Context: an optimization exercise on an open-source flow, tuned for small area and a short achievable clock period. The choices shown serve that exercise and are no tape-out recipe.
In this exercise RTL edits were held to simulation tests only and were not proved equivalent to the original.
Power is estimated from default activity; no workload was simulated.

==> flow/design.v <==
module vm5f_core (
    input  wire         clk,
    input  wire         rst,             
    input  wire         rx_valid,
    input  wire [7:0]   rx_data,
    input  wire         rx_last,
    output wire         rx_ready,
    output reg          rsp_valid,
    output wire [2:0]   rsp_err,
    output wire [7:0]   rsp_addr,
    output wire [7:0]   rsp_cmd,
    output wire [7:0]   rsp_len,
    output wire [7:0]   rsp_chk,
    output wire [7:0]   rsp_chk_calc,
    output reg          rsp_chk_ok,
    output reg          rsp_tag,
    output reg  [2:0]   last_err,
    input  wire         enc_valid,
    output reg          enc_ready,
    input  wire [7:0]   enc_cmd,
    input  wire [7:0]   enc_addr,
    input  wire [4:0]   enc_n,
    input  wire [207:0] enc_payload,     
    output reg          tx_valid,
    output reg  [7:0]   tx_data,
    output reg          tx_last,
    input  wire         tx_ready,
    output reg          refused,
    input  wire         tick,            
    input  wire         ovr_n,           
    output reg          act,             
    output reg  [1:0]   ls,
    output reg  [3:0]   fifo_count,
    output reg  [7:0]   cur_ant,
    output reg  [15:0]  cur_pc,
    output reg  [95:0]  cur_epc
);
    localparam [7:0] HEAD        = 8'hA0;
    localparam       NSLOT       = 11;
    localparam [6:0] POLL_MS     = 7'd100;
    localparam [11:0] RELOCK_MS  = 12'd4000;
    localparam [1:0] LS_IDLE    = 2'd0;
    localparam [1:0] LS_ENGAGED = 2'd1;
    localparam [1:0] LS_WAIT    = 2'd2;
    localparam [1:0] LS_RELOCK  = 2'd3;
    localparam [2:0] E_OK        = 3'd0;
    localparam [2:0] E_TOOSHORT  = 3'd1;
    localparam [2:0] E_BADHEADER = 3'd2;
    localparam [2:0] E_LENGTH    = 3'd3;
    reg  [4:0]   p;             
    reg          hdr_ok;        
    reg          len_bad;       
    reg  [4:0]   len;           
    reg  [7:0]   addr;
    reg  [7:0]   cmd;
    reg  [7:0]   nsum;          
    reg  [7:0]   bq;            
    reg          aq;            
    reg  [7:0]   chk;           
    reg          got_chk;       
    reg  [1:0]   ls_n;          
    reg          rdy;           
    wire         pend = !rdy;
    wire         rx_acc    = rx_valid && rdy;
    wire         chunk_end = rx_acc && rx_last;
    wire         p0     = (p == 5'd0);
    wire         p_ge2  = (p[4:1] != 4'd0);
    wire         is_chk = p_ge2 && !got_chk && ({1'b0, p} == {1'b0, len} + 6'd1);
    wire         in_sum = !p_ge2 || !(got_chk || is_chk);
    reg  [2:0]   n_err;
    always @(*) begin
        if (p < 5'd4)
            n_err = E_TOOSHORT;
        else if (!hdr_ok)
            n_err = E_BADHEADER;
        else if (len_bad || !(got_chk || is_chk))
            n_err = E_LENGTH;
        else
            n_err = E_OK;
    end
    wire         n_tag   = (n_err == E_OK) && (len >= 5'd18);
    wire         new_tag = chunk_end && n_tag;
    wire [7:0]   nsum_all = nsum - (aq ? bq : 8'd0);
    always @(posedge clk) begin
        if (rst) begin
            p <= 5'd0;
        end else if (rx_acc) begin
            p <= rx_last ? 5'd0 : (p == 5'd31) ? p : p + 5'd1;
        end
        if (rx_acc) begin
            if (p0) begin
                hdr_ok  <= (rx_data == HEAD);
                got_chk <= 1'b0;
            end
            if (p == 5'd1) begin
                len_bad <= (rx_data < 8'd3) || (rx_data > 8'd30);
            end
            if (is_chk)
                got_chk <= 1'b1;
        end
        bq   <= rx_data;
        aq   <= rx_acc && in_sum;
        nsum <= (rx_acc && p0) ? 8'd0 : nsum_all;
    end
    always @(posedge clk) begin
        if (rst) begin
            rsp_valid <= 1'b0;
            last_err  <= E_OK;
        end else begin
            rsp_valid <= chunk_end;
            if (chunk_end)
                last_err <= n_err;
        end
    end
    wire [4:0]   len_d;
    wire [7:0]   addr_d, cmd_d, chk_d;
    wire [1:0]   rsp_d;
    wire         ld_len  = rx_acc && (p == 5'd1);
    wire         ld_addr = rx_acc && (p == 5'd2);
    wire         ld_cmd  = rx_acc && (p == 5'd3);
    wire         ld_chk  = rx_acc && is_chk;
    vm5f_hold #(.W(5)) u_len  (.d(rx_data[4:0]), .q(len),  .en(ld_len),  .en_n(!ld_len),  .y(len_d));
    vm5f_hold #(.W(8)) u_addr (.d(rx_data),      .q(addr), .en(ld_addr), .en_n(!ld_addr), .y(addr_d));
    vm5f_hold #(.W(8)) u_cmd  (.d(rx_data),      .q(cmd),  .en(ld_cmd),  .en_n(!ld_cmd),  .y(cmd_d));
    vm5f_hold #(.W(8)) u_chk  (.d(rx_data),      .q(chk),  .en(ld_chk),  .en_n(!ld_chk),  .y(chk_d));
    vm5f_hold #(.W(2)) u_rsp  (.d({(is_chk ? rx_data : chk) == nsum_all, n_tag}),
                               .q({rsp_chk_ok, rsp_tag}),
                               .en(chunk_end), .en_n(!chunk_end), .y(rsp_d));
    always @(posedge clk) begin
        len  <= len_d;
        addr <= addr_d;
        cmd  <= cmd_d;
        chk  <= chk_d;
        {rsp_chk_ok, rsp_tag} <= rsp_d;
    end
    assign rsp_err      = last_err;
    assign rsp_addr     = addr;
    assign rsp_cmd      = cmd;
    assign rsp_len      = {3'b000, len};
    assign rsp_chk      = chk;
    assign rsp_chk_calc = nsum;
    assign rx_ready     = rdy;
    reg  [NSLOT*120-1:0] mem;   
    integer s, b;   
    reg  [3:0]   wr;
    reg  [3:0]   rd;
    wire want_push = new_tag || pend;
    wire full      = (fifo_count == 4'd10);
    wire do_push;
    vm5f_ao31 u_push (.a({rx_valid, rx_last, rdy && n_tag && !full}),
                      .b(pend && !full), .y(do_push));
    wire do_pop    = (ls == LS_IDLE) && (fifo_count != 4'd0);
    wire pend_next = want_push && (fifo_count == 4'd10);
    wire [3:0] rd_n = !do_pop ? rd : (rd == NSLOT - 1) ? 4'd0 : rd + 4'd1;
    wire [3:0] wr_inc = (wr == NSLOT - 1) ? 4'd0 : wr + 4'd1;
    wire [3:0] wr_nx, cnt_nx;
    vm5f_mux #(.W(4)) u_wr  (.s(do_push), .a(wr_inc), .b(wr), .y(wr_nx));
    vm5f_mux #(.W(4)) u_cnt (.s(do_push), .a(cnt_p), .b(cnt_k), .y(cnt_nx));
    wire [3:0] cnt_k = do_pop ? fifo_count - 4'd1 : fifo_count;    
    wire [3:0] cnt_p = do_pop ? fifo_count : fifo_count + 4'd1;    
    reg  [3:0]   wq_slot;
    reg  [4:0]   wq_pos;
    always @(posedge clk) begin
        wq_slot <= wr;
        wq_pos  <= rst ? 5'd0 : p;
    end
    wire [NSLOT*15-1:0]  we;
    wire [NSLOT*120-1:0] mem_d;
    genvar gw, gb, gk;
    generate
        for (gw = 0; gw < NSLOT; gw = gw + 1) begin : g_ws
            for (gb = 0; gb < 15; gb = gb + 1) begin : g_wb
                assign we[15*gw + gb] = (wq_slot == gw) && (wq_pos == gb + 4);
                for (gk = 0; gk < 8; gk = gk + 1) begin : g_wk
                    vm5f_hold #(.W(1)) u_hold (
                        .d(bq[gk]), .q(mem[120*gw + 8*gb + gk]),
                        .en(we[15*gw + gb]), .en_n(!we[15*gw + gb]),
                        .y(mem_d[120*gw + 8*gb + gk]));
                end
            end
        end
    endgenerate
    always @(posedge clk)
        mem <= mem_d;
    always @(posedge clk) begin
        if (rst)
            rdy <= 1'b1;
        else
            rdy <= !pend_next;
    end
    always @(posedge clk) begin
        if (rst) begin
            wr         <= 4'd0;
            rd         <= 4'd0;
            fifo_count <= 4'd0;
        end else begin
            wr <= wr_nx;
            rd <= rd_n;
            fifo_count <= cnt_nx;
        end
    end
    reg  [NSLOT-1:0] rsel;
    reg              rhold;
    wire             idle_n = rst || (ls_n == LS_IDLE);
    always @(posedge clk) begin
        for (s = 0; s < NSLOT; s = s + 1)
            rsel[s] <= idle_n && ((rst ? 4'd0 : rd_n) == s);
        rhold <= !idle_n;
    end
    wire [119:0] cur  = {cur_ant, cur_pc, cur_epc};
    wire [119:0] cur_d;
    wire [11:0]  csel = {rhold, rsel};
    genvar gc, gi;
    generate
        for (gc = 0; gc < 120; gc = gc + 1) begin : g_cur
            wire [11:0] cand;
            for (gi = 0; gi < NSLOT; gi = gi + 1) begin : g_c
                assign cand[gi] = mem[120*gi + 8*(14 - gc/8) + gc%8];
            end
            assign cand[11] = cur[gc];
            vm5f_sel12 u_sel (.d(cand), .s(csel), .y(cur_d[gc]));
        end
    endgenerate
    always @(posedge clk) begin
        cur_ant <= cur_d[119:112];
        cur_pc  <= cur_d[111:96];
        cur_epc <= cur_d[95:0];
    end
    reg  [11:0]  cnt;
    wire         cnt_zero = (cnt == 12'd0);
    always @(*) begin
        ls_n = ls;
        case (ls)
            LS_IDLE:    if (do_pop) ls_n = LS_ENGAGED;
            LS_ENGAGED: ls_n = LS_WAIT;
            LS_WAIT:    if (cnt_zero && !ovr_n) ls_n = LS_RELOCK;
            LS_RELOCK:  if (cnt_zero) ls_n = LS_IDLE;
        endcase
    end
    always @(posedge clk) begin
        if (rst) begin
            ls  <= LS_IDLE;
            act <= 1'b0;
        end else begin
            ls  <= ls_n;
            act <= (ls_n != LS_IDLE);
        end
        case (ls)
            LS_ENGAGED: cnt <= 12'd0;
            LS_WAIT: begin
                if (cnt_zero)
                    cnt <= ovr_n ? {5'd0, POLL_MS} : RELOCK_MS;
                else if (tick)
                    cnt <= cnt - 12'd1;
            end
            LS_RELOCK: begin
                if (!cnt_zero && tick)
                    cnt <= cnt - 12'd1;
            end
            default: ;
        endcase
    end
    reg  [4:0]   e_idx;         
    reg  [7:0]   e_nsum;        
    wire [4:0]   nx_idx  = e_idx + 5'd1;
    wire [4:0]   pl_idx  = e_idx - 5'd3;    
    wire [7:0]   nx_nsum = e_nsum - tx_data;
    reg  [4:0]   n_q;           
    wire         nx_last = (pl_idx == n_q);
    wire [28:0]  e_oh;
    genvar ge;
    generate
        for (ge = 0; ge < 29; ge = ge + 1) begin : g_eoh
            assign e_oh[ge] = (e_idx == ge);
        end
    endgenerate
    reg  [7:0]   nx_body;
    integer k;
    always @(*) begin
        nx_body = (({3'b000, n_q} + 8'd3) & {8{e_oh[0]}})
                | (enc_addr & {8{e_oh[1]}})
                | (enc_cmd  & {8{e_oh[2]}});
        for (k = 0; k < 26; k = k + 1)
            nx_body = nx_body | (enc_payload[8*k +: 8] & {8{e_oh[k+3]}});
    end
    wire [7:0]   nx_data = nx_last ? nx_nsum : nx_body;
    wire take_req  = enc_ready && enc_valid;
    wire busy_next = tx_valid ? !(tx_ready && tx_last) : (take_req && enc_n <= 5'd26);
    always @(posedge clk) begin
        if (rst) begin
            tx_valid  <= 1'b0;
            enc_ready <= 1'b1;
            refused   <= 1'b0;
        end else begin
            tx_valid  <= busy_next;
            enc_ready <= !busy_next && !pend_next;
            if (take_req && enc_n > 5'd26)
                refused <= 1'b1;
        end
        if (!tx_valid) begin
            n_q     <= enc_n;
            tx_data <= HEAD;
            tx_last <= 1'b0;
            e_idx   <= 5'd0;
            e_nsum  <= 8'd0;
        end else if (tx_ready) begin
            tx_data <= nx_data;
            tx_last <= nx_last;
            e_idx   <= nx_idx;
            e_nsum  <= nx_nsum;
        end
    end
endmodule
module vm5f_hold #(parameter W = 8) (
    input  wire [W-1:0] d,
    input  wire [W-1:0] q,
    input  wire         en,
    input  wire         en_n,
    output wire [W-1:0] y
);
    assign y = (d & {W{en}}) | (q & {W{en_n}});
endmodule
module vm5f_sel12 (
    input  wire [11:0] d,
    input  wire [11:0] s,
    output wire        y
);
    wire [3:0] t;
    genvar i;
    generate
        for (i = 0; i < 4; i = i + 1) begin : g_aoi
            vm5f_aoi222 u_aoi (.d(d[3*i +: 3]), .s(s[3*i +: 3]), .y_n(t[i]));
        end
    endgenerate
    vm5f_nand4 u_nand (.a(t), .y(y));
endmodule
module vm5f_aoi222 (
    input  wire [2:0] d,
    input  wire [2:0] s,
    output wire       y_n
);
    assign y_n = ~|(d & s);
endmodule
module vm5f_nand4 (
    input  wire [3:0] a,
    output wire       y
);
    assign y = ~&a;
endmodule
module vm5f_mux #(parameter W = 4) (
    input  wire         s,
    input  wire [W-1:0] a,
    input  wire [W-1:0] b,
    output wire [W-1:0] y
);
    assign y = s ? a : b;
endmodule
module vm5f_ao31 (
    input  wire [2:0] a,
    input  wire       b,
    output wire       y
);
    assign y = (&a) | b;
endmodule
==> flow/flow/run.sh <==
#!/bin/bash
# Standard ORFS layout, with plain buffers on the ports, a clock tree with
# larger sink clusters and no dummy loads, and repair_timing aiming further
# below the clock period.
set -euo pipefail
bash standard.sh "BUFFER_PORTS_ARGS=-buffer_cell sky130_fd_sc_hd__buf_2" \
  "CTS_ARGS=-sink_clustering_enable -repair_clock_nets -sink_clustering_size 25 -sink_clustering_max_diameter 80 -buf_list sky130_fd_sc_hd__clkbuf_16 -dont_use_dummy_load" \
  SETUP_SLACK_MARGIN=6.8 finish > standard_flow.log 2>&1
==> flow/standard.sh <==
#!/bin/bash
# synth_recipe.tcl (not shown) runs the flow's synth.tcl, then flattens the netlist and writes it again
# the make line also repeats each setting of config.mk as NAME=value (left out here)
make -C /OpenROAD-flow-scripts/flow DESIGN_CONFIG=/design/flow/config.mk WORK_HOME=/design/flow/orfs CLKGATE_MAP_FILE= SYNTH_SCRIPT=/design/flow/synth_recipe.tcl "${@:-finish}"
==> flow/config.mk <==
export PLATFORM = sky130hd
export DESIGN_NAME = vm5f_core
export DESIGN_NICKNAME = vm5f_core
export VERILOG_FILES = /design/flow/design.v
export SDC_FILE = /design/flow/constraint.sdc
export NUM_CORES = 4
export LEC_CHECK = 0
export CAP_MARGIN = 20
export CORE_MARGIN = 2
export CORE_UTILIZATION = 40
export SLEW_MARGIN = 20
export SYNTH_HIERARCHICAL = 1
export SYNTH_MINIMUM_KEEP_SIZE = 0
==> flow/constraint.sdc <==
create_clock -name core_clock -period 10.0 [get_ports {clk}]
set_input_delay 2.0000 -clock core_clock [delete_from_list [all_inputs] [get_ports {clk}]]
set_output_delay 2.0000 -clock core_clock [all_outputs]
set_load 0.01 [all_outputs]
==> metrics.md, run 1 <==
| Metric | Value |
|---|---|
| Ys flop type | `dfxtp_1` |
| Crit. path cell count | `1` |
| Die Ht | `roughly 380 um` |
| Filler instances | `13100` |
| Routed length per instance | `27.5 um` |
| EDFF count, synth | `20` |
| Largest family of logic cells by synthesized area | `compound AO/OA/AOI/OAI gates` |
| Post-synthesis sequential area ratio | `0.560` |
| Status | `no timing/DRC/antenna violations` |
| Clk slew on worst S/H paths | `100 ps` |
| Fin. Hold Viols | `0` |
| Slew headroom | `0.204` |
| F_max | `306 MHz` |
| Top-count cell post-synth | `dfxtp_1` |
| DR vias | `46200` |
| Clock sinks | `1578` |
| GP Congestion | `a little under 1` |
| IO Pins | `approximately 430` |
| # DRC | `0` |
| Max Cap Viol | `0` |
| P per Cell Area | `about 170 nW/um^2` |
| Crit-path cells | `buf_6` |
| IO buf count | `about 430` |
| Area of the multi-input gates | `23100 um^2` |
| Number of vias per cell | `between 6 and 7` |
| Dpl hpwl | `between 100 and 150 mm` |
| Fin crit period | `3270 ps` |
| Post-synthesis simple-gate area fraction | `0.0567` |
| Mean area per synthesized cell | `11.8 um^2` |
| Reg-to-reg slack, setup | `6890 ps` |
| YS warnings | `7` |
| Slew @ Worst Pin | `around 1200 ps` |
| Layout cells sized above 1 | `0.167` |
| Initial antenna violation count | `10` |
| CP top delay family | `flip-flops` |
| Post-placement worst setup slack | `roughly 6000 ps` |
| CTS buffer count | `79` |
| Largest net degree at the start of global routing | `84` |
| Final WS setup | `6730 ps` |
| Antenna Nets Post-Route | `0` |
| Die Footprint | `around 150000 um^2` |
| Clock Tree Buf Depth | `3` |
| RSZ-0062 raised after global routing | `true` |
| Post-Synth Adder-Cell Area | `0.00753` |
| CP max FO | `2` |
| R2r startpoint | `wq_slot[2]` |
| Max stage delay on crit path | `~420 ps` |
| Maximum vdd ir drop | `0.135 mV` |
| Initial Utilization | `0.402` |
| Top post-synthesis cells by count | `dfxtp_1 (1558), a22o_1 (1358), a222oi_1 (482), nand2_1 (232), inv_1 (203)` |
| Worst clock skew | `81.7 ps` |
| Crit. End Element | `output pin` |
| Vias in the first global route | `44100` |
| Gr usage total | `0.256` |
| Root Buffer | `clkbuf_16` |
| Mapped Area | `56800 um^2` |
| Crit-path slowest cell | `dfxtp_4` |
| First-pass GRT wire length | `291 mm` |
| Critical path type | `reg -> out` |
| Post-synthesis mux area share | `0.00912` |
| Routed wire length | `~200 mm` |
| Clk Latency, worst-skew pair | `730 ps` |
| Complex-gate fraction of the synthesized area | `0.321` |
| # rows | `138` |
| Worst Setup EP | `cur_ant[1]` |
| Async SR Flop Fraction | `0` |
| Endpoints failing setup | `0` |
| Initial drt markers | `6513` |
| Worst min path class | `reg -> reg` |
| Register area | `approximately 32000 um^2` |
| CTS H-tree depth | `3` |
| Total grt overflow | `0` |
| Fin nets | `~5500` |
| FF+latch count, synth | `~1600` |
| Largest area contributor in the netlist | `dfxtp_1` |
| Die Span X | `381 um` |
| Area Overhead vs Synth | `13.4%` |
| Top cell type's share of synthesized area | `0.549` |
| Worst EP required | `~8000 ps` |
| Post-route setup TNS | `0 ps` |
| Worst R2R End | `mem[756]` |
| CP Launch Type | `register` |
| Router iterations before antenna repair | `11` |
| Worst EP arrival | `1270 ps` |
| Synth top area cells | `dfxtp_1 (55%), a22o_1 (21%), a222oi_1 (8.5%)` |
| Post-Syn Instances | `between 4000 and 5000` |
| Synth Area in XOR/XNOR | `0.00863` |
| Leak | `~25 nW` |
| R2R cell count | `5` |
| Critical Path Source | `cur_ant[1]` |
| Core area | `roughly 140000 um^2` |
| TritonCTS clock tree | `done` |
| Final Max Slew Viols | `0` |
| Bufs and invs on worst path | `1` |
| Yosys cell types | `90` |
| Total power | `0.0112 W` |
| Final period util | `0.327` |
[worst min-delay path by stage]
stage,cells after the start,endpoint,start,slack [ps]
2_1_floorplan,0,wq_slot[3],wr[3],380
3_3_place_gp,0,wq_slot[2],wr[2],400
3_5_place_dp,0,wq_slot[3],wr[3],410
4_1_cts,0,wq_slot[3],wr[3],420
5_1_grt,0,wq_slot[3],wr[3],440
6_report,0,wq_slot[3],wr[3],430
[Yosys stat by module (local to each module, per instance), excerpt]
module / area, um^2 / times used / flops+latches
vm5f_ao31: 8.76 / 1 / 0
vm5f_aoi222: 10.0 / 480 / 0
vm5f_nand4: 6.26 / 120 / 0
vm5f_core: 39300 / 1 / 1578
[repair_timing]
| item | in CTS | in global routing |
|---|---|---|
| resized for setup | 427 | 33 |
| hold buffers | 0 | 0 |
| setup buffers | 37 | 3 |
| pin swaps | 0 | 3 |
| endpoints found under the setup margin | 186 | 200 |
[cell families after synthesis]
logic type,Yosys count
other,1
flip-flops,1578
XOR/XNOR,56
adder cells (fa/ha/maj),33
buffers and inverters,412
multiplexers,47
AND/OR/NAND/NOR,639
AO/OA/AOI/OAI,2051
[placed cells by master (no fill, tap or decap), drive strengths merged, types with 4 or more instances in the layout]
| cell type | n |
|---|---|
| inv | 203 |
| conb | 5 |
| diode | 11 |
| xnor2 | 36 |
| nor2 | 102 |
| a311oi | 6 |
| xor2 | 20 |
| buf | 525 |
| nand2b | 15 |
| a222oi | 482 |
| a31oi | 18 |
| nand3 | 28 |
| o311ai | 4 |
| nand4 | 140 |
| nor2b | 39 |
| o211ai | 4 |
| and3 | 11 |
| or3 | 6 |
| o21ai | 30 |
| mux2 | 18 |
| and2 | 7 |
| nor4 | 7 |
| a32o | 9 |
| mux2i | 27 |
| o22ai | 10 |
| ha | 31 |
| a22o | 1358 |
| or4 | 5 |
| o2111ai | 5 |
| nand2 | 233 |
| a21oi | 40 |
| clkbuf | 79 |
| a211oi | 7 |
| a22oi | 23 |
| edfxtp | 20 |
| dfxtp | 1558 |
| a32oi | 17 |
| a221oi | 11 |
| nor3 | 27 |
[layer usage]
layer / vias to the layer above / GRT usage / share of wire
li1: 20600 / - / -
met1: 23000 / 0.372 / 0.45
met2: 2273 / 0.387 / 0.44
met3: 270 / 0.0460 / 0.085
met4: 0 / 0.0741 / 0.027
met5: - / 0 / 0
[sequential cells by signal (all words and copies together) (netlist names), 8 cells and up]
name / cells
addr: 8
bq: 8
chk: 8
cmd: 8
cnt: 12
cur_ant: 8
cur_epc: 96
cur_pc: 16
e_nsum: 8
mem: 1320
nsum: 8
rsel: 11
tx_data: 8
[cell type report]
class                           count  share of cell area
Multi-Input combinational cell   2831               0.358
Sequential cell                  1578               0.500
Inverter                          205              0.0120
Tap cell                         1890              0.0367
Clock buffer                       79              0.0307
Timing Repair Buffer              525              0.0620
Antenna cell                       11            0.000427
[where the power goes]
part           internal, W  switching, W
clock network      0.00141       0.00199
registers          0.00639      0.000217
logic             0.000413      0.000736
[stage by stage]
step,utilization,area [um^2],hold slack [ps],instances
5_1_grt,0.456,64400,442,7116
3_3_place_gp,0.429,60600,400,6987
6_report,0.456,64400,426,7119
3_5_place_dp,0.429,60600,409,6987
2_1_floorplan,-,56900,383,4821
4_1_cts,0.455,64200,423,7103
==> run 2, diff against run 1 <==
==> flow/flow/run.sh (replaced) <==
#!/bin/bash
# Standard ORFS layout, with plain buffers on the ports, a clock tree with
# larger sink clusters and no dummy loads, and repair_timing aiming further
# below the clock period.
set -euo pipefail
bash standard.sh "BUFFER_PORTS_ARGS=-buffer_cell sky130_fd_sc_hd__buf_2" \
  "CTS_ARGS=-sink_clustering_enable -repair_clock_nets -sink_clustering_size 28 -sink_clustering_max_diameter 90 -buf_list sky130_fd_sc_hd__clkbuf_16 -dont_use_dummy_load" \
  SETUP_SLACK_MARGIN=6.8 finish > standard_flow.log 2>&1
==> run 2 against run 1 <==
  * Clock power is 6.5% lower
  * Final cell count hardly changed
  * Highest routed layer unchanged
  * Die area stayed put
  * Via count hardly changed
  * Clock skew is 7.7 ps higher
  * Largest power group unchanged
  * Sequential power hardly changed
  * First-iteration DRC count is 0.18% lower
==> metrics.md, run 2 <==
| Metric | Value |
|---|---|
| Status | `no timing/DRC/antenna violations` |
| Utilization after layout | `0.455 (-0.00151)` |
| Synth top area cells | `dfxtp_1 (55%), a22o_1 (21%), a222oi_1 (8.5%)` |
| CTS buffer count | `69 (-13%)` |
| Layout cells sized above 1 | `0.166 (-0.000288)` |
| Worst clock skew | `89.4 ps (+7.68 ps)` |
| Fin nets | `5495 (-0.055%)` |
| Worst EP arrival | `1250 ps (-20 ps)` |
| Crit-path slowest cell | `dfxtp_4` |
| FF+latch count, synth | `1578 (unchanged)` |
| Mean area per synthesized cell | `11.8 um^2 (unchanged)` |
| Ys flop type | `dfxtp_1` |
| Crit. path cell count | `1 (unchanged)` |
| Hold slack | `418 ps (-8.48 ps)` |
| Top-count cell post-synth | `dfxtp_1` |
| Die Ht | `381 um (unchanged)` |
| R2R cell count | `5 (unchanged)` |
| Area Overhead vs Synth | `13.0%` |
| Final Max Slew Viols | `0 (unchanged)` |
| Die Span X | `381 um (unchanged)` |
| GP Congestion | `0.971 (unchanged)` |
| Largest area contributor in the netlist | `dfxtp_1` |
| Post-route setup TNS | `0 ps (unchanged)` |
| Yosys cell types | `90 (unchanged)` |
| Most common cell after layout, fill and taps aside | `dfxtp_1` |
| IO buf count | `428 (unchanged)` |
| Clk slew on worst S/H paths | `100 ps (about the same)` |
| # rows | `138 (unchanged)` |
| Routed length per instance | `27.6 um (+0.37%)` |
| Total power | `0.0110 W (-1.8%)` |
| Mapped Area | `56800 um^2 (unchanged)` |
| Top cell type's share of synthesized area | `0.549 (unchanged)` |
| Slew headroom | `0.215 (+0.0108)` |
| Die Footprint | `145000 um^2 (unchanged)` |
| Fin crit period | `3250 ps (-23.2 ps)` |
| Crit-path cells | `buf_6` |
| Commonest non-fill, non-tap cells in the layout | `dfxtp_1 (1359), a22o_1 (1358), a222oi_1 (482), buf_2 (264), nand2_1 (232)` |
| CP top delay family | `flip-flops` |
| Root Buffer | `clkbuf_16` |
| Bufs and invs on worst path | `1 (unchanged)` |
| CP Launch Type | `register` |
| Initial Utilization | `0.402 (unchanged)` |
| Antenna Nets Post-Route | `0 (unchanged)` |
| TritonCTS clock tree | `done` |
| IO Pins | `434 (unchanged)` |
| P per Cell Area | `171 nW/um^2 (-1.4%)` |
| DR vias | `46200 (+0.091%)` |
| Max Cap Viol | `0 (unchanged)` |
| Core area | `141000 um^2 (unchanged)` |
| Total grt overflow | `0 (unchanged)` |
| Hold Crit Depth | `0 (unchanged)` |
| # DRC | `0 (unchanged)` |
| Worst EP required | `8000 ps (about the same)` |
| Number of vias per cell | `6.50 (+0.18%)` |
| F_max | `308 MHz (+0.71%)` |
| Endpoints failing setup | `0 (unchanged)` |
| Clock Tree Buf Depth | `3 (unchanged)` |
| Max stage delay on crit path | `410 ps (about the same)` |
| Leak | `25.3 nW (-0.27%)` |
| EDFF count, synth | `20 (unchanged)` |
| Dpl hpwl | `119 mm (unchanged)` |
| CP max FO | `2 (unchanged)` |
| Final period util | `0.325 (-0.00232)` |
| Maximum vdd ir drop | `0.127 mV (-6.2%)` |
| Max reg flops | `1320 (unchanged)` |
| Post-Syn Instances | `4817 (unchanged)` |
| Slew @ Worst Pin | `1170 ps (-16.2 ps)` |
| Fin. Hold Viols | `0 (unchanged)` |
| YS warnings | `7 (unchanged)` |
| Routed wire length | `196 mm (+0.29%)` |
| Initial antenna violation count | `11 (+1)` |
| Clock sinks | `1578 (unchanged)` |
| Initial drt markers | `6501 (-0.18%)` |
| Vias in the first global route | `44000 (-0.29%)` |
| Worst min path class | `reg -> reg` |
| # hold bufs at CTS | `0 (unchanged)` |
| Post-synthesis sequential area ratio | `0.560 (unchanged)` |
| Crit. End Element | `output pin` |
| Async SR Flop Fraction | `0 (unchanged)` |
| Largest net degree at the start of global routing | `84 (unchanged)` |
| Reg with most FFs | `mem` |
| RSZ-0062 raised after global routing | `true` |
| CTS H-tree depth | `3 (unchanged)` |
| Largest registers | `mem: 1320 flops, cur_epc: 96 flops, cur_pc: 16 flops` |
| First-pass GRT wire length | `290 mm (-0.18%)` |
| Critical path type | `reg -> out` |
| Gr usage total | `0.255 (-0.000595)` |
| Clk Latency, worst-skew pair | `730 ps (about the same)` |
| Router iterations before antenna repair | `12 (+1)` |
| Top post-synthesis cells by count | `dfxtp_1 (1558), a22o_1 (1358), a222oi_1 (482), nand2_1 (232), inv_1 (203)` |
-- run 2: per-layer routing --
layer  share of wire  wire length [um]  vias up  track usage
li1                -                 -    20600            -
met4           0.027              5340        0       0.0702
met5               0                 0        -            0
met2            0.44             86400     2356        0.388
met1            0.44             86800    23000        0.374
met3           0.089             17500      263       0.0406
-- run 2: metrics by stage --
stage                     area, um^2  instances  setup WS (ps)
final                          64200       7113           6750
after global routing           64200       7112           6710
after CTS                      64000       7096           6700
after detailed placement       60600       6987           6100
after global placement         60600       6987           6130
after floorplan                56900       4821           6570
-- run 2: logic make-up after synthesis --
logic type	count (synthesis)	share of synthesized area
muxes	47	0.00912
adders and majority gates	33	0.00753
AOI/OAI and AO/OA	2051	0.321
xor gates and xnor gates	56	0.00863
other	1	0.0000660
buffers and inverters	412	0.0374
and+or+nand+nor	639	0.0567
DFF	1578	0.560
-- run 2: area by class of cell --
class / count / area (um^2)
diodes: 8 / 20.0
repair buffers: 532 / 4060
multi-input cells: 2831 / 23000
well taps: 1890 / 2360
flip-flops and latches: 1578 / 32200
fillers: 13200 / 77000
clock buffers: 69 / 1730
inverters: 205 / 773
-- run 2: Yosys stat by module, one instance, submodules excluded, excerpt --
module | times used | cell area, um^2 | flops+latches | cells
vm5f_aoi222 | 480 | 10.0 | 0 | 1
vm5f_core | 1 | 39300 | 1578 | 2851
vm5f_ao31 | 1 | 8.76 | 0 | 1
vm5f_nand4 | 120 | 6.26 | 0 | 1
-- run 2: path summary, 6_finish.rpt --
check	start	to	slack (ps)
min	wr[2]	wq_slot[2]	420
min reg2reg	wr[2]	wq_slot[2]	420
max reg2reg	wq_pos[2]	mem[1256]	6860
max	cur_epc[64]	cur_epc[64]	6750
-- run 2: timing repair --
| action | in CTS | in global routing |
|---|---|---|
| buffers inserted | 40 | 7 |
| gates resized for setup | 437 | 14 |
| endpoints found under the setup margin | 189 | 172 |
| gates cloned | 0 | 0 |
| pin swaps | 0 | 3 |
-- run 2: where the power goes --
part           internal (W)  leakage (nW)  switching, W
combinational      0.000417          11.6      0.000753
sequential          0.00640          12.9      0.000212
clock               0.00125         0.850       0.00194
total               0.00806          25.3       0.00291
==> run 3, diff against run 2 <==
--- a/flow/flow/run.sh
+++ b/flow/flow/run.sh
@@ -5,4 +5,4 @@
 set -euo pipefail
 bash standard.sh "BUFFER_PORTS_ARGS=-buffer_cell sky130_fd_sc_hd__buf_2" \
   "CTS_ARGS=-sink_clustering_enable -repair_clock_nets -sink_clustering_size 28 -sink_clustering_max_diameter 90 -buf_list sky130_fd_sc_hd__clkbuf_16 -dont_use_dummy_load" \
-  SETUP_SLACK_MARGIN=6.8 finish > standard_flow.log 2>&1
+  SETUP_SLACK_MARGIN=7.0 finish > standard_flow.log 2>&1
==> run 3 against run 2 <==
  * Synthesized cell count unchanged
  * Critical path type unchanged
  * Largest power group unchanged
  * Non-clock buffer count increased by 26
  * First-iteration DRC count increased by 7.1%
  * Register-to-register slack got worse by 20 ps
==> metrics.md, run 3 <==
| Metric | Value |
|---|---|
| Status | `no timing/DRC/antenna violations` |
| Most common cell after layout, fill and taps aside | `a22o_1` |
| Clk slew on worst S/H paths | `110 ps (about the same)` |
| R2R cell count | `10 (+5)` |
| Worst EP arrival | `1260 ps (about the same)` |
| Gr usage total | `0.257 (+0.00120)` |
| TritonCTS clock tree | `done` |
| Layout cells sized above 1 | `0.173 (+0.00681)` |
| Top cell type's share of synthesized area | `0.549 (unchanged)` |
| Leak | `25.5 nW (+0.65%)` |
| Die Footprint | `145000 um^2 (unchanged)` |
| Bufs and invs on worst path | `1 (unchanged)` |
| Final period util | `0.326 (+0.00140)` |
| IO Pins | `434 (unchanged)` |
| GP Congestion | `0.958 (-1.3%)` |
| Routed length per instance | `27.6 um (about the same)` |
| Total grt overflow | `0 (unchanged)` |
| Post-Syn Instances | `4817 (unchanged)` |
| Area of the multi-input gates | `23200 um^2 (+0.49%)` |
| Max stage delay on crit path | `430 ps (+20 ps)` |
| Largest registers | `mem: 1320 flops, cur_epc: 96 flops, cur_pc: 16 flops` |
| Final Max Slew Viols | `0 (unchanged)` |
| Dpl hpwl | `121 mm (+1.3%)` |
| Reg with most FFs | `mem` |
| Routed wire length | `197 mm (+0.29%)` |
| # DRC | `0 (unchanged)` |
| Die Span X | `381 um (unchanged)` |
| Crit. End Element | `output pin` |
| Largest area contributor in the netlist | `dfxtp_1` |
| Worst EP required | `8000 ps (about the same)` |
| Clock Tree Buf Depth | `3 (unchanged)` |
| Worst clock skew | `53.2 ps (-36.3 ps)` |
| Area Overhead vs Synth | `13.8%` |
| CP top delay family | `flip-flops` |
| Largest net degree at the start of global routing | `81 (-3.6%)` |
| Clk Latency, worst-skew pair | `710 ps (-20 ps)` |
| Max reg flops | `1320 (unchanged)` |
| Worst R2R End | `rsp_chk_ok` |
| Synth top area cells | `dfxtp_1 (55%), a22o_1 (21%), a222oi_1 (8.5%)` |
| Fin nets | `5521 (+0.47%)` |
| CTS H-tree depth | `3 (unchanged)` |
| Mean area per synthesized cell | `11.8 um^2 (unchanged)` |
| F_max | `307 MHz (-0.43%)` |
| Mapped Area | `56800 um^2 (unchanged)` |
| Commonest non-fill, non-tap cells in the layout | `a22o_1 (1358), dfxtp_1 (1355), a222oi_1 (482), buf_2 (244), nand2_1 (232)` |
| CTS buffer count | `69 (unchanged)` |
| IO buf count | `428 (unchanged)` |
| R2r startpoint | `bq[1]` |
| Worst min path class | `reg -> reg` |
| Fin crit period | `3260 ps (+14.1 ps)` |
| Top post-synthesis cells by count | `dfxtp_1 (1558), a22o_1 (1358), a222oi_1 (482), nand2_1 (232), inv_1 (203)` |
| FF+latch count, synth | `1578 (unchanged)` |
| RSZ-0062 raised after global routing | `true` |
| Filler instances | `13200 (+0.17%)` |
| Core area | `141000 um^2 (unchanged)` |
| Router iterations before antenna repair | `14 (+2)` |
| Max Cap Viol | `0 (unchanged)` |
| First-pass GRT wire length | `291 mm (+0.34%)` |
| Clock sinks | `1578 (unchanged)` |
| Utilization after layout | `0.458 (+0.00322)` |
| Die Ht | `381 um (unchanged)` |
| DR vias | `46400 (+0.36%)` |
| Post-Synth Adder-Cell Area | `0.00753 (unchanged)` |
| Initial drt markers | `6960 (+7.1%)` |
| Post-route setup TNS | `0 ps (unchanged)` |
| Crit-path slowest cell | `dfxtp_4` |
| Worst Setup EP | `cur_epc[65]` |
| Fin. Hold Viols | `0 (unchanged)` |
| # rows | `138 (unchanged)` |
| Post-synthesis simple-gate area fraction | `0.0567 (unchanged)` |
| Synth Area in XOR/XNOR | `0.00863 (unchanged)` |
| Slew @ Worst Pin | `1190 ps (+11.9 ps)` |
| P per Cell Area | `170 nW/um^2 (-0.40%)` |
| Slew headroom | `0.209 (-0.00608)` |
| Cell area after layout | `64700 um^2 (+0.71%)` |
| Hold Crit Depth | `0 (unchanged)` |
| Placed Area | `60600 um^2 (about the same)` |
| YS warnings | `7 (unchanged)` |
| Initial Utilization | `0.402 (unchanged)` |
| Post-synthesis sequential area ratio | `0.560 (unchanged)` |
| Crit-path cells | `buf_6` |
| Async SR Flop Fraction | `0 (unchanged)` |
| CP max FO | `2 (unchanged)` |
| Top-count cell post-synth | `dfxtp_1` |
| Reg-to-reg slack, setup | `6840 ps (-20 ps)` |
| Endpoints failing setup | `0 (unchanged)` |
| Root Buffer | `clkbuf_16` |
| Crit. path cell count | `1 (unchanged)` |
| Maximum vdd ir drop | `0.110 mV (-13%)` |
| Antenna Nets Post-Route | `0 (unchanged)` |
| Initial antenna violation count | `2 (-9)` |
| Register area | `32200 um^2 (about the same)` |
| Ys flop type | `dfxtp_1` |
| EDFF count, synth | `20 (unchanged)` |
| Yosys cell types | `90 (unchanged)` |
| Critical path type | `reg -> out` |
| Number of vias per cell | `6.50 (about the same)` |
| # hold bufs at CTS | `0 (unchanged)` |
| Vias in the first global route | `44400 (+0.77%)` |
| Post-synthesis mux area share | `0.00912 (unchanged)` |
| Complex-gate fraction of the synthesized area | `0.321 (unchanged)` |
| Largest family of logic cells by synthesized area | `compound AO/OA/AOI/OAI gates` |
| CP Launch Type | `register` |
| Post-Layout Cell Count | `7133 (+0.28%)` |
| Inst Count DP | `6984 (-0.043%)` |
| Critical Path Source | `cur_epc[65]` |
[run 3: changes by cell type in the layout (fill, tap and decap cells not counted), sizes merged]
cell   previous run  this run
diode             8         2
buf             532       558
[run 3: stage by stage]
step	total power, W	hold WS, ps	setup WS, ps
after detailed placement	0.00779	441	6070
after global placement	0.00778	433	6070
after floorplan	0.00730	383	6580
final	0.0110	465	6740
after global routing	0.0114	472	6720
after CTS	0.0110	460	6710
[run 3: how the worst min path moves through the flow]
stage / slack, ps / to / from
4_1_cts: 460 / wq_slot[2] / wr[2]
3_5_place_dp: 440 / wq_slot[2] / wr[2]
3_3_place_gp: 430 / wq_slot[2] / wr[2]
6_report: 470 / wq_slot[2] / wr[2]
2_1_floorplan: 380 / wq_slot[3] / wr[3]
5_1_grt: 470 / wq_slot[2] / wr[2]
[run 3: repair_timing]
item,4_1_cts,5_1_grt
setup endpoints to repair,294,537
buffers inserted,57,20
pin swaps,2,11
cloned,0,0
resized for setup,487,21
[run 3: cell type report]
class,instances,share of cell area
Multi-Input combinational cell,2831,0.358
Antenna cell,2,0.0000774
Clock buffer,69,0.0267
Inverter,205,0.0120
Timing Repair Buffer,558,0.0680
Tap cell,1890,0.0366
Sequential cell,1578,0.499
[run 3: power by group]
part	internal (W)	leakage (nW)	switching [W]	total [W]
Combinational	0.000427	11.7	0.000705	0.00113
Sequential	0.00640	12.9	0.000271	0.00667
Clock	0.00125	0.850	0.00195	0.00320
[run 3: metal layers]
metal | part of all wire | vias to the layer above | GRT usage
met4 | 0.027 | 0 | 0.0771
met1 | 0.44 | 23300 | 0.368
met5 | 0 | - | 0
li1 | - | 20600 | -
met2 | 0.45 | 2235 | 0.394
met3 | 0.084 | 249 | 0.0442
[run 3: logic make-up (layout without fill, tap and decap cells)]
| logic type | count (synthesis) | after routing |
|---|---|---|
| buf+inv | 412 | 832 |
| xor+xnor | 56 | 56 |
| fa+ha+maj | 33 | 33 |
| compound gates | 2051 | 2051 |
| flops | 1578 | 1578 |
| simple gates | 639 | 639 |
| other cells | 1 | 7 |
| mux | 47 | 47 |
[run 3: Yosys stat by module, one instance, submodules excluded, a selection]
module / flops+latches / copies in the design / cell area [um^2] / cells
vm5f_core: 1578 / 1 / 39300 / 2851
vm5f_aoi222: 0 / 480 / 10.0 / 1
vm5f_ao31: 0 / 1 / 8.76 / 1
vm5f_nand4: 0 / 120 / 6.26 / 1

afterwards: timing with drivers on the ports:
No port has a modelled driver above. Below, the same layouts with a new extraction and two added sets of constraints. Step 1 assumes that a clkbuf_16 drives the clock port and a buf_2 every other input. Step 2 adds t to the input delays and takes it off the output delays; t is the mean of the earliest and latest rising clock arrival at the registers after step 1. Input paths then give back, and output paths get back, about the clock's delay inside the block. a / b / c = no drivers / after step 1 / after step 2; a / b = the first two.
run | t (ns) | slack for setup (ns) | clock arrival spread, ns | worst data-port slew with drivers (ns)
run 1 | 0.768 | 6.731 / 6.649 / 6.118 | 0.082 / 0.082 | 0.10
run 2 | 0.758 | 6.754 / 6.671 / 6.120 | 0.107 / 0.108 | 0.11
run 3 | 0.745 | 6.740 / 6.662 / 6.245 | 0.087 / 0.088 | 0.10
After both steps every run listed still meets setup and hold. For run 2, which loses most, drivers alone change the setup slack by -0.083 ns; drivers and shift together by -0.634 ns.
